This is an optimization exercise on Yosys and OpenROAD, whose aim is small area, a short achievable clock period and few clock cycles per item, not a production implementation. In this exercise RTL edits were held to simulation tests only and were not proved equivalent to the original. Power figures rest on the tool's default switching activity, not on a simulated workload.

`run.sh`:
```
#!/bin/bash
# synth_recipe.tcl (not shown) runs the flow's synth.tcl, then flattens the netlist and writes it again
# the make line also repeats each setting of config.mk as NAME=value (left out here)
make -C /OpenROAD-flow-scripts/flow DESIGN_CONFIG=/design/flow/config.mk WORK_HOME=/design/flow/orfs CLKGATE_MAP_FILE= SYNTH_SCRIPT=/design/flow/synth_recipe.tcl finish
```
`constraint.sdc`:
```
create_clock -name core_clock -period 10.0 [get_ports {clk}]
set_input_delay 2.0000 -clock core_clock [delete_from_list [all_inputs] [get_ports {clk}]]
set_output_delay 2.0000 -clock core_clock [all_outputs]
set_load 0.01 [all_outputs]
```
`config.mk`:
```
export PLATFORM = sky130hd
export DESIGN_NAME = rh_framer
export DESIGN_NICKNAME = rh_framer
export VERILOG_FILES = /design/flow/design.v
export SDC_FILE = /design/flow/constraint.sdc
export NUM_CORES = 4
export LEC_CHECK = 0
export CAP_MARGIN = 40
export CORE_MARGIN = 2
export CORE_UTILIZATION = 30
export PLACE_DENSITY = 0.5
export SLEW_MARGIN = 40
```
`design.v`:
```
module rh_crc_step (
    input  wire [15:0] crc_in,
    input  wire [7:0]  data,
    output wire [15:0] crc_out
);
    reg [15:0] c;
    integer i;
    always @(*) begin
        c = crc_in ^ {8'h00, data};
        for (i = 0; i < 8; i = i + 1)
            c = c[0] ? ((c >> 1) ^ 16'h8408) : (c >> 1);
    end
    assign crc_out = c;
endmodule
module rh_framer (
    input  wire       clk,
    input  wire       rst,
    input  wire       cmd_valid,
    input  wire [7:0] cmd_data,
    input  wire       cmd_last,
    output wire       cmd_ready,
    output wire       rsp_valid,
    output wire [7:0] rsp_data,
    output wire       rsp_last,
    input  wire       rsp_ready
);
    localparam [7:0] DLE = 8'h10, STX = 8'h02, ETX = 8'h03;
    localparam [7:0] OP_SYS_RESET  = 8'h80, OP_CRC_UPDATE = 8'h81, OP_RX_BYTE   = 8'h82,
                     OP_RX_RESET   = 8'h83, OP_TX_ENCODE  = 8'h84, OP_DD_CHECK  = 8'h85,
                     OP_DD_FILTER  = 8'h86, OP_CFG_SETADDR = 8'h87, OP_CFG_GETADDR = 8'h88,
                     OP_CFG_SETPROM = 8'h89;
    localparam [2:0] RX_IDLE = 3'd0, RX_SAWLEAD = 3'd1, RX_INDATA = 3'd2,
                     RX_SAWDLE = 3'd3, RX_WAITHI = 3'd4, RX_WAITLO = 3'd5;
    localparam [1:0] K_SIMPLE = 2'd0, K_RXF = 2'd1, K_TX = 2'd2;
    localparam integer NB = 3;               
    localparam integer N  = 1 << NB;
    localparam integer R  = 256 / N;
    localparam integer QB = 2;               
    localparam integer QD = 1 << QB;
    reg [1:0] icnt;
    reg [8:0] ib0, ib1;                      
    wire      ipush = cmd_valid & ~icnt[1];
    wire      ipop;
    assign cmd_ready = ~icnt[1];
    always @(posedge clk) begin
        if (rst)
            icnt <= 2'd0;
        else
            icnt <= icnt + {1'b0, ipush} - {1'b0, ipop};
    end
    always @(posedge clk) begin
        if (icnt == 2'd0 || (icnt == 2'd1 && ipop)) begin
            if (ipush) ib0 <= {cmd_last, cmd_data};
        end else if (icnt == 2'd1) begin
            if (ipush) ib1 <= {cmd_last, cmd_data};
        end else if (ipop) begin
            ib0 <= ib1;
        end
    end
    wire       iv = (icnt != 2'd0);
    wire [7:0] hd = ib0[7:0];
    wire       hl = ib0[8];
    reg [8:0] cnt;                           
    reg       cdone;                         
    reg       cok;                           
    reg [7:0] op, b1, b2, b3;
    reg       f7;                            
    reg [8:0] expl;                          
    reg       badop;
    reg [6:0] tk;                            
    reg [5:0] tpn;                           
    reg [7:0] fifo [0:63];
    reg [6:0] wpt, wpc, rpt;                 
    wire      ffull = (wpt[5:0] == rpt[5:0]) && (wpt[6] != rpt[6]);
    wire is_tx_c   = (op == OP_TX_ENCODE);
    wire need_push = is_tx_c && (cnt != 9'd0) && (cnt != 9'd5) && (cnt < 9'd66);
    wire ex;                                 
    assign ipop = iv && (!cdone || ex) && !(need_push && ffull);
    wire take = ipop;
    reg op_known;
    reg [8:0] op_expl;
    always @(*) begin
        op_known = 1'b1;
        case (hd)
            OP_SYS_RESET, OP_RX_RESET, OP_CFG_GETADDR:  op_expl = 9'd0;
            OP_RX_BYTE, OP_CFG_SETADDR, OP_CFG_SETPROM: op_expl = 9'd1;
            OP_DD_CHECK:   op_expl = 9'd2;
            OP_CRC_UPDATE: op_expl = 9'd3;
            OP_DD_FILTER:  op_expl = 9'd4;
            OP_TX_ENCODE:  op_expl = 9'd5;
            default: begin op_expl = 9'd0; op_known = 1'b0; end
        endcase
    end
    reg last_ok;
    always @(*) begin
        if (cnt == 9'd0)
            last_ok = op_known && (op_expl == 9'd0);
        else if (cnt == 9'd5 && is_tx_c)
            last_ok = (hd == 8'd0);
        else
            last_ok = !badop && (cnt == expl);
    end
    always @(posedge clk) begin
        if (rst) begin
            cnt   <= 9'd0;
            cdone <= 1'b0;
        end else begin
            if (take)
                cnt <= hl ? 9'd0 : ((cnt == 9'd511) ? cnt : cnt + 9'd1);
            if (take && hl)
                cdone <= 1'b1;
            else if (ex)
                cdone <= 1'b0;
        end
    end
    always @(posedge clk) begin
        if (take) begin
            if (hl) cok <= last_ok;
            case (cnt)
                9'd0: begin
                    op    <= hd;
                    expl  <= op_expl;
                    badop <= !op_known;
                    tk    <= 7'd0;
                    tpn   <= 6'd0;
                end
                9'd1: b1 <= hd;
                9'd2: b2 <= hd;
                9'd3: b3 <= hd;
                9'd4: f7 <= hd[7];
                9'd5: if (is_tx_c) expl <= 9'd5 + {1'b0, hd};
                default: ;
            endcase
            if (need_push) begin
                fifo[wpt[5:0]] <= hd;
                if (cnt >= 9'd6) begin
                    tpn <= tpn + 6'd1;
                    if (hd == DLE) tk <= tk + 7'd1;
                end
            end
        end
    end
    reg [7:0]  this_address;
    reg        promiscuous;
    reg [2:0]  rxs;
    reg [6:0]  rx_len;
    reg [15:0] rx_fcs;
    reg [7:0]  rx_hi;
    reg [7:0]  rxb [0:63];
    reg [QB:0] qcnt;
    wire       qfull = qcnt[QB];
    wire       is_ddc  = (op == OP_DD_CHECK);
    wire [7:0] dd_from = is_ddc ? b1 : b2;
    wire [7:0] dd_id   = is_ddc ? b2 : b3;
    wire       dd_acc  = cok && (is_ddc || (op == OP_DD_FILTER && !f7 && b1 == this_address));
    reg  [NB-1:0] ph;                        
    reg  [NB:0]   clr;                       
    wire          clearing = (clr != 0);
    wire [7:0]    heads [0:R-1];
    wire [7:0]    dd_old = heads[dd_from[7:NB]];
    wire          dd_new = (dd_old != dd_id);
    wire          dd_wait = dd_acc && (clearing || ph != dd_from[NB-1:0]);
    reg  [1:0] rxf_cnt;                      
    reg  [2:0] sph;
    reg  [6:0] ssc;
    localparam [2:0] P_ST = 3'd0, P_D1 = 3'd1, P_D2 = 3'd2, P_STX = 3'd3,
                     P_HDR = 3'd4, P_PAY = 3'd5, P_TRL = 3'd6, P_BUF = 3'd7;
    wire       is_rx   = (op == OP_RX_BYTE);
    wire       rx_full = (rx_len == 7'd64);
    wire       rx_app_c = ((rxs == RX_INDATA && b1 != DLE) || (rxs == RX_SAWDLE && b1 == DLE)) && !rx_full;
    wire       rx_wait = cok && is_rx && rx_app_c && (rxf_cnt != 2'd0) &&
                         !(rxf_cnt == 2'd1 && sph == P_BUF && ssc > rx_len);
    assign ex = cdone && !qfull && !dd_wait && !rx_wait;
    wire   exo = ex && cok;
    wire [15:0] crc_op_res;
    rh_crc_step u_crc_op (.crc_in({b1, b2}), .data(b3), .crc_out(crc_op_res));
    wire [15:0] rx_fcs_app, rx_fcs_dle, rx_fcs_etx;
    rh_crc_step u_crc_rx  (.crc_in(rx_fcs),     .data(b1),  .crc_out(rx_fcs_app));
    rh_crc_step u_crc_rx1 (.crc_in(rx_fcs),     .data(DLE), .crc_out(rx_fcs_dle));
    rh_crc_step u_crc_rx2 (.crc_in(rx_fcs_dle), .data(ETX), .crc_out(rx_fcs_etx));
    wire rx_match = ({rx_hi, b1} == rx_fcs) && (rx_len >= 7'd4) &&
                    (promiscuous || rxb[0] == this_address || rxb[0] == 8'hFF);
    wire rx_emit = (rxs == RX_WAITLO) && rx_match;
    reg [1:0] dk;
    reg       derr;
    reg [1:0] dnb;
    reg [7:0] dd1, dd2;
    always @(*) begin
        dk = K_SIMPLE; derr = 1'b0; dnb = 2'd0; dd1 = 8'h00; dd2 = 8'h00;
        if (!cok) begin
            derr = 1'b1;
        end else begin
            case (op)
                OP_CRC_UPDATE: begin dnb = 2'd2; dd1 = crc_op_res[15:8]; dd2 = crc_op_res[7:0]; end
                OP_RX_BYTE: begin
                    dnb = 2'd1;
                    if (rx_emit) begin dk = K_RXF; dd1 = {1'b0, rx_len}; end
                end
                OP_TX_ENCODE: begin
                    dk = K_TX;
                    dd1 = 8'd10 + {2'b00, tpn} + {1'b0, tk};
                    dd2 = {2'b00, tpn};
                end
                OP_DD_CHECK: begin dnb = 2'd1; dd1 = {7'd0, dd_new}; end
                OP_DD_FILTER: begin
                    dnb = 2'd1;
                    if (f7)                      dd1 = 8'h00;
                    else if (b1 == this_address) dd1 = dd_new ? 8'h01 : 8'h02;
                    else if (b1 == 8'hFF)        dd1 = 8'h03;
                    else                         dd1 = 8'h04;
                end
                OP_CFG_GETADDR: begin dnb = 2'd1; dd1 = this_address; end
                default: ;
            endcase
        end
    end
    wire do_sys_reset = exo && (op == OP_SYS_RESET);
    always @(posedge clk) begin
        if (rst || do_sys_reset) begin
            this_address <= 8'h00;
            promiscuous  <= 1'b0;
        end else if (exo) begin
            if (op == OP_CFG_SETADDR) this_address <= b1;
            if (op == OP_CFG_SETPROM) promiscuous  <= b1[0];
        end
    end
    always @(posedge clk) begin
        if (rst) begin
            ph  <= {NB{1'b0}};
            clr <= N[NB:0];
        end else begin
            ph <= ph + 1'b1;
            if (do_sys_reset)
                clr <= N[NB:0];
            else if (clearing)
                clr <= clr - 1'b1;
        end
    end
    wire       dd_wr = exo && dd_acc;
    wire [7:0] dd_wd = clearing ? 8'h00 : dd_id;
    genvar gr;
    generate
        for (gr = 0; gr < R; gr = gr + 1) begin : g_ring
            reg [8*N-1:0] ring;
            wire wr = clearing || (dd_wr && dd_from[7:NB] == gr);
            assign heads[gr] = ring[8*N-1 -: 8];
            always @(posedge clk)
                ring <= {ring[8*N-9:0], wr ? dd_wd : ring[8*N-1 -: 8]};
        end
    endgenerate
    wire rx_step = exo && is_rx;
    always @(posedge clk) begin
        if (rx_step && rx_app_c)
            rxb[rx_len[5:0]] <= b1;
    end
    always @(posedge clk) begin
        if (rx_step) begin
            case (rxs)
                RX_SAWLEAD: if (b1 == STX) rx_fcs <= 16'hFFFF;
                RX_INDATA:  if (b1 != DLE && !rx_full) rx_fcs <= rx_fcs_app;
                RX_SAWDLE:  if (b1 == ETX) rx_fcs <= rx_fcs_etx;
                            else if (b1 == DLE && !rx_full) rx_fcs <= rx_fcs_app;
                RX_WAITHI:  rx_hi <= b1;
                default: ;
            endcase
        end
    end
    always @(posedge clk) begin
        if (rst || do_sys_reset || (exo && op == OP_RX_RESET)) begin
            rxs    <= RX_IDLE;
            rx_len <= 7'd0;
        end else if (rx_step) begin
            case (rxs)
                RX_IDLE:    if (b1 == DLE) rxs <= RX_SAWLEAD;
                RX_SAWLEAD: if (b1 == STX) begin
                                rx_len <= 7'd0;
                                rxs    <= RX_INDATA;
                            end else begin
                                rxs <= RX_IDLE;
                            end
                RX_INDATA:  if (b1 == DLE) rxs <= RX_SAWDLE;
                            else if (!rx_full) rx_len <= rx_len + 7'd1;
                RX_SAWDLE:  if (b1 == ETX) rxs <= RX_WAITHI;
                            else if (b1 == DLE) begin
                                if (!rx_full) rx_len <= rx_len + 7'd1;
                                rxs <= RX_INDATA;
                            end else begin
                                rxs <= RX_IDLE;
                            end
                RX_WAITHI:  rxs <= RX_WAITLO;
                RX_WAITLO:  begin
                                rx_len <= 7'd0;
                                rxs    <= RX_IDLE;
                            end
                default:    rxs <= RX_IDLE;
            endcase
        end
    end
    always @(posedge clk) begin
        if (rst) begin
            wpt <= 7'd0;
            wpc <= 7'd0;
        end else if (ex) begin
            if (cok && op == OP_TX_ENCODE)
                wpc <= wpt;
            else
                wpt <= wpc;
        end else if (take && need_push) begin
            wpt <= wpt + 7'd1;
        end
    end
    reg [20:0]   dq [0:QD-1];
    reg [QB-1:0] qw, qr;
    wire         qpop;
    wire         qv = (qcnt != 0);
    always @(posedge clk) begin
        if (ex) dq[qw] <= {dk, derr, dnb, dd1, dd2};
    end
    always @(posedge clk) begin
        if (rst) begin
            qw   <= {QB{1'b0}};
            qr   <= {QB{1'b0}};
            qcnt <= {(QB+1){1'b0}};
        end else begin
            if (ex)   qw <= qw + 1'b1;
            if (qpop) qr <= qr + 1'b1;
            qcnt <= qcnt + {{QB{1'b0}}, ex} - {{QB{1'b0}}, qpop};
        end
    end
    wire [20:0] qh   = dq[qr];
    wire [1:0]  hk   = qh[20:19];
    wire        herr = qh[18];
    wire [1:0]  hnb  = qh[17:16];
    wire [7:0]  hd1  = qh[15:8];
    wire [7:0]  hd2  = qh[7:0];
    reg [1:0]  ocnt;
    reg [8:0]  o0, o1;                       
    wire       adv = qv && !ocnt[1];
    reg        sdup;
    reg [15:0] scrc;
    wire [7:0] fbyte = fifo[rpt[5:0]];
    wire [7:0] rbyte = rxb[ssc[5:0]];
    reg [7:0] sb;                            
    reg       sl;                            
    reg       spop;                          
    reg       scu;                           
    always @(*) begin
        sb = 8'h00; sl = 1'b0; spop = 1'b0; scu = 1'b0;
        case (sph)
            P_ST: begin
                sb = herr ? 8'hE0 : 8'h00;
                sl = (hk == K_SIMPLE) && (hnb == 2'd0);
            end
            P_D1: begin
                sb = (hk == K_RXF) ? 8'h01 : hd1;
                sl = (hk == K_SIMPLE) && (hnb == 2'd1);
            end
            P_D2: begin
                sb = (hk == K_SIMPLE) ? hd2 : (hk == K_RXF) ? (hd1 - 8'd4) : DLE;
                sl = (hk == K_SIMPLE);
            end
            P_STX: sb = STX;
            P_HDR: begin sb = fbyte; spop = 1'b1; scu = 1'b1; end
            P_PAY: begin
                sb = fbyte;
                if (!(fbyte == DLE && !sdup)) begin spop = 1'b1; scu = 1'b1; end
            end
            P_TRL: begin
                case (ssc[1:0])
                    2'd0: begin sb = DLE; scu = 1'b1; end
                    2'd1: begin sb = ETX; scu = 1'b1; end
                    2'd2: sb = scrc[15:8];
                    default: begin sb = scrc[7:0]; sl = 1'b1; end
                endcase
            end
            default: begin  
                sb = rbyte;
                sl = (ssc == hd1[6:0] - 7'd1);
            end
        endcase
    end
    wire [15:0] scrc_next;
    rh_crc_step u_crc_s (.crc_in(scrc), .data(sb), .crc_out(scrc_next));
    assign qpop = adv && sl;
    always @(posedge clk) begin
        if (rst) begin
            sph  <= P_ST;
            ssc  <= 7'd0;
            sdup <= 1'b0;
            rpt  <= 7'd0;
        end else if (adv) begin
            if (spop) rpt <= rpt + 7'd1;
            if (sl) begin
                sph  <= P_ST;
                ssc  <= 7'd0;
                sdup <= 1'b0;
            end else begin
                case (sph)
                    P_ST:  sph <= P_D1;
                    P_D1:  sph <= P_D2;
                    P_D2:  sph <= (hk == K_RXF) ? P_BUF : P_STX;
                    P_STX: sph <= P_HDR;
                    P_HDR: begin
                        if (ssc[1:0] == 2'd3) begin
                            ssc <= 7'd0;
                            sph <= (hd2[5:0] == 6'd0) ? P_TRL : P_PAY;
                        end else
                            ssc <= ssc + 7'd1;
                    end
                    P_PAY: begin
                        if (spop) begin
                            sdup <= 1'b0;
                            if (ssc[5:0] == hd2[5:0] - 6'd1) begin
                                ssc <= 7'd0;
                                sph <= P_TRL;
                            end else
                                ssc <= ssc + 7'd1;
                        end else
                            sdup <= 1'b1;
                    end
                    default: ssc <= ssc + 7'd1;    
                endcase
            end
        end
    end
    always @(posedge clk) begin
        if (adv) begin
            if (sph == P_STX)
                scrc <= 16'hFFFF;
            else if (scu)
                scrc <= scrc_next;
        end
    end
    always @(posedge clk) begin
        if (rst)
            rxf_cnt <= 2'd0;
        else
            rxf_cnt <= rxf_cnt + {1'b0, (exo && is_rx && rx_emit)}
                               - {1'b0, (qpop && hk == K_RXF)};
    end
    wire opop = (ocnt != 2'd0) && rsp_ready;
    always @(posedge clk) begin
        if (rst)
            ocnt <= 2'd0;
        else
            ocnt <= ocnt + {1'b0, adv} - {1'b0, opop};
    end
    always @(posedge clk) begin
        if (ocnt == 2'd0 || (ocnt == 2'd1 && opop)) begin
            if (adv) o0 <= {sl, sb};
        end else if (ocnt == 2'd1) begin
            if (adv) o1 <= {sl, sb};
        end else if (opop) begin
            o0 <= o1;
        end
    end
    assign rsp_valid = (ocnt != 2'd0);
    assign rsp_data  = o0[7:0];
    assign rsp_last  = o0[8];
endmodule
```
==> notes.md <==
-- worst register-to-register path, stage by stage, from the launching register on --
cell and delay [ns]:
edfxtp_1 0.41, nor4b_2 0.30, buf_4 0.43, nand3_1 0.32
mux2i_1 0.28, xor2_1 0.25, a41oi_2 0.32, a211oi_1 0.77
o21ai_4 0.32, nor2_1 0.56, nand3_1 0.54, nor2_1 0.79
-- power breakdown --
| part | switching (mW) | internal, mW | total, mW |
|---|---|---|---|
| Combinational | 1.24 | 0.557 | 1.79 |
| Clock | 5.14 | 7.27 | 12.4 |
| Sequential | 0.150 | 14.6 | 14.8 |
-- through the flow --
step                      cells  cell area (um^2)  util, %  hold slack (ns)
after global routing      11813            122000     35.0            0.270
after global placement    11202            111000     31.7            0.310
final                     11813            122000     35.0            0.266
after detailed placement  11205            111000     31.8            0.312
after floorplan            6779            105000        -            0.310
after CTS                 11808            122000     34.9            0.262
-- synthesized netlist by cell type, types with 9 or more instances --
| cell | n | area, um^2 |
|---|---|---|
| a211oi_1 | 17 | 128 |
| a21o_1 | 11 | 82.6 |
| a21oi_1 | 243 | 1220 |
| a221oi_1 | 27 | 236 |
| a222oi_1 | 13 | 130 |
| a22o_1 | 30 | 263 |
| a22oi_1 | 122 | 916 |
| a31oi_1 | 25 | 156 |
| a32o_1 | 9 | 90.1 |
| a32oi_1 | 10 | 87.6 |
| and2_1 | 26 | 163 |
| and3_1 | 20 | 125 |
| and3b_1 | 9 | 78.8 |
| buf_1 | 37 | 139 |
| buf_2 | 64 | 320 |
| clkbuf_1 | 207 | 777 |
| dfxtp_1 | 2143 | 42900 |
| edfxtp_1 | 1241 | 37300 |
| ha_1 | 58 | 726 |
| inv_1 | 68 | 255 |
| mux2_2 | 50 | 563 |
| mux2i_1 | 217 | 2170 |
| mux4_2 | 268 | 6040 |
| nand2_1 | 372 | 1400 |
| nand2b_1 | 24 | 150 |
| nand3_1 | 267 | 1340 |
| nand3b_1 | 18 | 135 |
| nand4_1 | 91 | 569 |
| nor2_1 | 423 | 1590 |
| nor2b_1 | 43 | 269 |
| nor3_1 | 72 | 360 |
| nor3b_1 | 18 | 135 |
| nor4_1 | 23 | 144 |
| o211ai_1 | 13 | 97.6 |
| o21ai_0 | 93 | 465 |
| o22ai_1 | 15 | 93.8 |
| o31ai_1 | 12 | 90.1 |
| or2_2 | 12 | 75.1 |
| or3_1 | 19 | 119 |
| xnor2_1 | 133 | 1160 |
| xor2_1 | 72 | 631 |
-- logic make-up after synthesis --
group                      count (synthesis)
adders and majority gates                 60
and+or+nand+nor                         1471
DFF                                     3384
xor gates and xnor gates                 207
buffers and inverters                    390
AOI/OAI and AO/OA                        724
muxes                                    543
-- layer usage --
| metal | GRT usage, % | routed length [um] |
|---|---|---|
| met5 | 0 | 13 |
| met4 | 4.83 | 8550 |
| met3 | 2.33 | 14100 |
| met2 | 23.1 | 122000 |
| met1 | 20.1 | 119000 |
-- layout make-up --
type,instances,area (um^2)
flip-flops and latches,3384,80200
repair buffers,148,1320
multi-input cells,3005,23700
inverters,73,274
clock inverters,121,1260
diodes,1,2.50
fillers,33234,227000
clock buffers,482,9720
well taps,4599,5750
-- registers in the layout, indices dropped and copies added, names as in the netlist, 8 cells and up, named ones only --
register      count
ib0               9
fifo            512
rx_fcs           16
this_address      8
ib1               9
rxb             512
g_ring.ring    2048
b3                8
op                8
dq               84
cnt               9
rx_hi             8
scrc             16
expl              9
b2                8
o1                9
o0                9
b1                8
-- how the worst min path moves through the flow --
| stage | startpoint | to | slack, ns |
|---|---|---|---|
| final | g_ring[23].ring[25] | g_ring[23].ring[33] | 0.27 |
| after global routing | g_ring[23].ring[25] | g_ring[23].ring[33] | 0.27 |
| after CTS | g_ring[23].ring[25] | g_ring[23].ring[33] | 0.26 |
| after detailed placement | g_ring[10].ring[43] | g_ring[10].ring[51] | 0.31 |
| after global placement | g_ring[16].ring[16] | g_ring[16].ring[24] | 0.31 |
| after floorplan | g_ring[0].ring[2] | g_ring[0].ring[10] | 0.31 |
==> flow_summary.toml <==
[critical_path]
rr_worst_depth = 11
crit_slowest_cell = "nor2_1"
endpoint = "fifo[45][7]"
reg2reg_setup_slack_ns = 4.31
worstSetupPathType = "reg2reg"
cp.required_ns = 10.46
critical_path_arrival_ns = 6.15
critPathCaptureType = "flip-flop"
path_delay_family = "simple AND/OR/NAND/NOR gates"
slowest_delay_ns = 0.79
cp_max_fo = 38
r2r-start = "op[5]"
critPathLaunchType = "flip-flop"
crit_start = "op[5]"
worst-path-buf-inv = 1
cp_cell_sequence = "nor4b_2 -> buf_4 -> nand3_1 -> mux2i_1 -> xor2_1 -> a41oi_2 -> a211oi_1 -> o21ai_4 -> nor2_1 -> nand3_1 -> nor2_1"
path_depth = 11
rr_endpoint = "fifo[45][7]"

[clocking]
path_clk_slew_ns = 0.06
clkLatencyLatePin_ns = 0.90
cts_tree = "done"
cts_sinks = 3384
cts-buffers-inserted = 335
clockRootBuffer = "clkbuf_16"
cts.repair.resized = 0
cts_buffer_depth = 4
htree_num_levels = 5
postCtsHoldBufs = 0
cts_setup_buffers = 0

[floorplanning]
coreArea_mm2 = 0.349
die_area_mm2 = 0.355
fp.dieH_um = 596
ios = 24
start_util_pct = 30.1
die_w_um = 596
row_count = 217

[placed_design]
io_buffers = 23
hpwl_mm = 165
gp_congestion = 0.895
dp_slack_ns = 4.33

[global_routing]
antenna_found_initial = 4
grt_pass1_vias = 55355
grt_pass1_wl_mm = 385
grt.total_usage_pct = 14.5
grt_start_max_net_pins = 86
overflow = 0

[detailed_routing]
viasPerCell = 4.69
first_pass_iters = 6
wl_per_cell_um = 22.3
ant_nets = 0
drt_wl_total_mm = 263
drc = 0
drtIter0Drc = 5159
route.vias.total = 55417

[sta]
setup_ws_ns = 4.31
finalSetupViolations = 0
tightest_slew_ns = 0.921
layout_worst_path_cycle_share_pct = 56.9
skew_ns = 0.0916
rsz0062_at_grt = "no"
relSlewSlack_pct = 38.4
hold_viol_final = 0
min_period_ns = 5.69
setup_tns_ns = 0
fmax_mhz = 176
slew_violations = 0

[pwr]
leakagePower_nw = 41.9
p_total_mw = 29.0
power_density_mw_per_mm2 = 237
vdd_drop_max_uv = 164

[final_layout]
fin_nets = 7020
syn_to_final_growth_pct = 16.3
final_cell_mix = "dfxtp_1, edfxtp_1, nand2_1, nor2_1, clkbuf_16"
final_common_cell = "dfxtp_1"
drive_gt1_share_pct = 15.0

[yosys]
synthArstFlopShare_pct = 0
synth_compound_area_share_pct = 4.57
synth_ff_type = "dfxtp_1"
synth_xor_area_share_pct = 1.74
synthMuxAreaShare_pct = 8.55
synth.distinct_cells = 94
synthesis.nets = 6852
synth_seq_cells = 3384
synth_top_family_by_area = "multiplexers"
yosysSeqAreaShare_pct = 76.3
avgSynthCellArea_um2 = 15.5
synth_area_mm2 = 0.105
synth_edf_count = 1241
yosysWarnings = 2
synth_cells = 6779
synthAdderAreaFrac_pct = 0.729
yosys.area_share.simple_pct = 6.62

[worst_hold_path]
whs_path_depth = 0
hold_class = "reg2reg"

[job]
max_cap_violations = 0

[run_status]
status = "complete, no violations"
Testbench counts, summed over its fixed seeds: cycles 47,380, items 12,000.

[re-timing with driven ports]
Ports are ideal in the flow. The routed layout listed here was re-timed in OpenROAD. Step 1 (the two cells are an assumption about what drives the block):
set clk [get_ports {clk}]
set_driving_cell -lib_cell sky130_fd_sc_hd__clkbuf_16 $clk
set_driving_cell -lib_cell sky130_fd_sc_hd__buf_2 [delete_from_list [all_inputs] $clk]
Step 2 also shifts input and output timing later by t, the mid clock arrival at the registers, as if the neighbouring blocks saw the same clock. Three values: ideal ports, drivers, drivers and shift; two values: the first two.
shift t [ns]: 0.954
setup WS [ns]: 4.311 / 4.311 / 4.311
worst hold slack (ns): 0.266 / 0.266 / 0.266
worst setup path at the end: register to register
After both steps this run still meets setup and hold. The setup slack of this run moves by 0.000 ns with the drivers and by 0.000 ns with both steps.
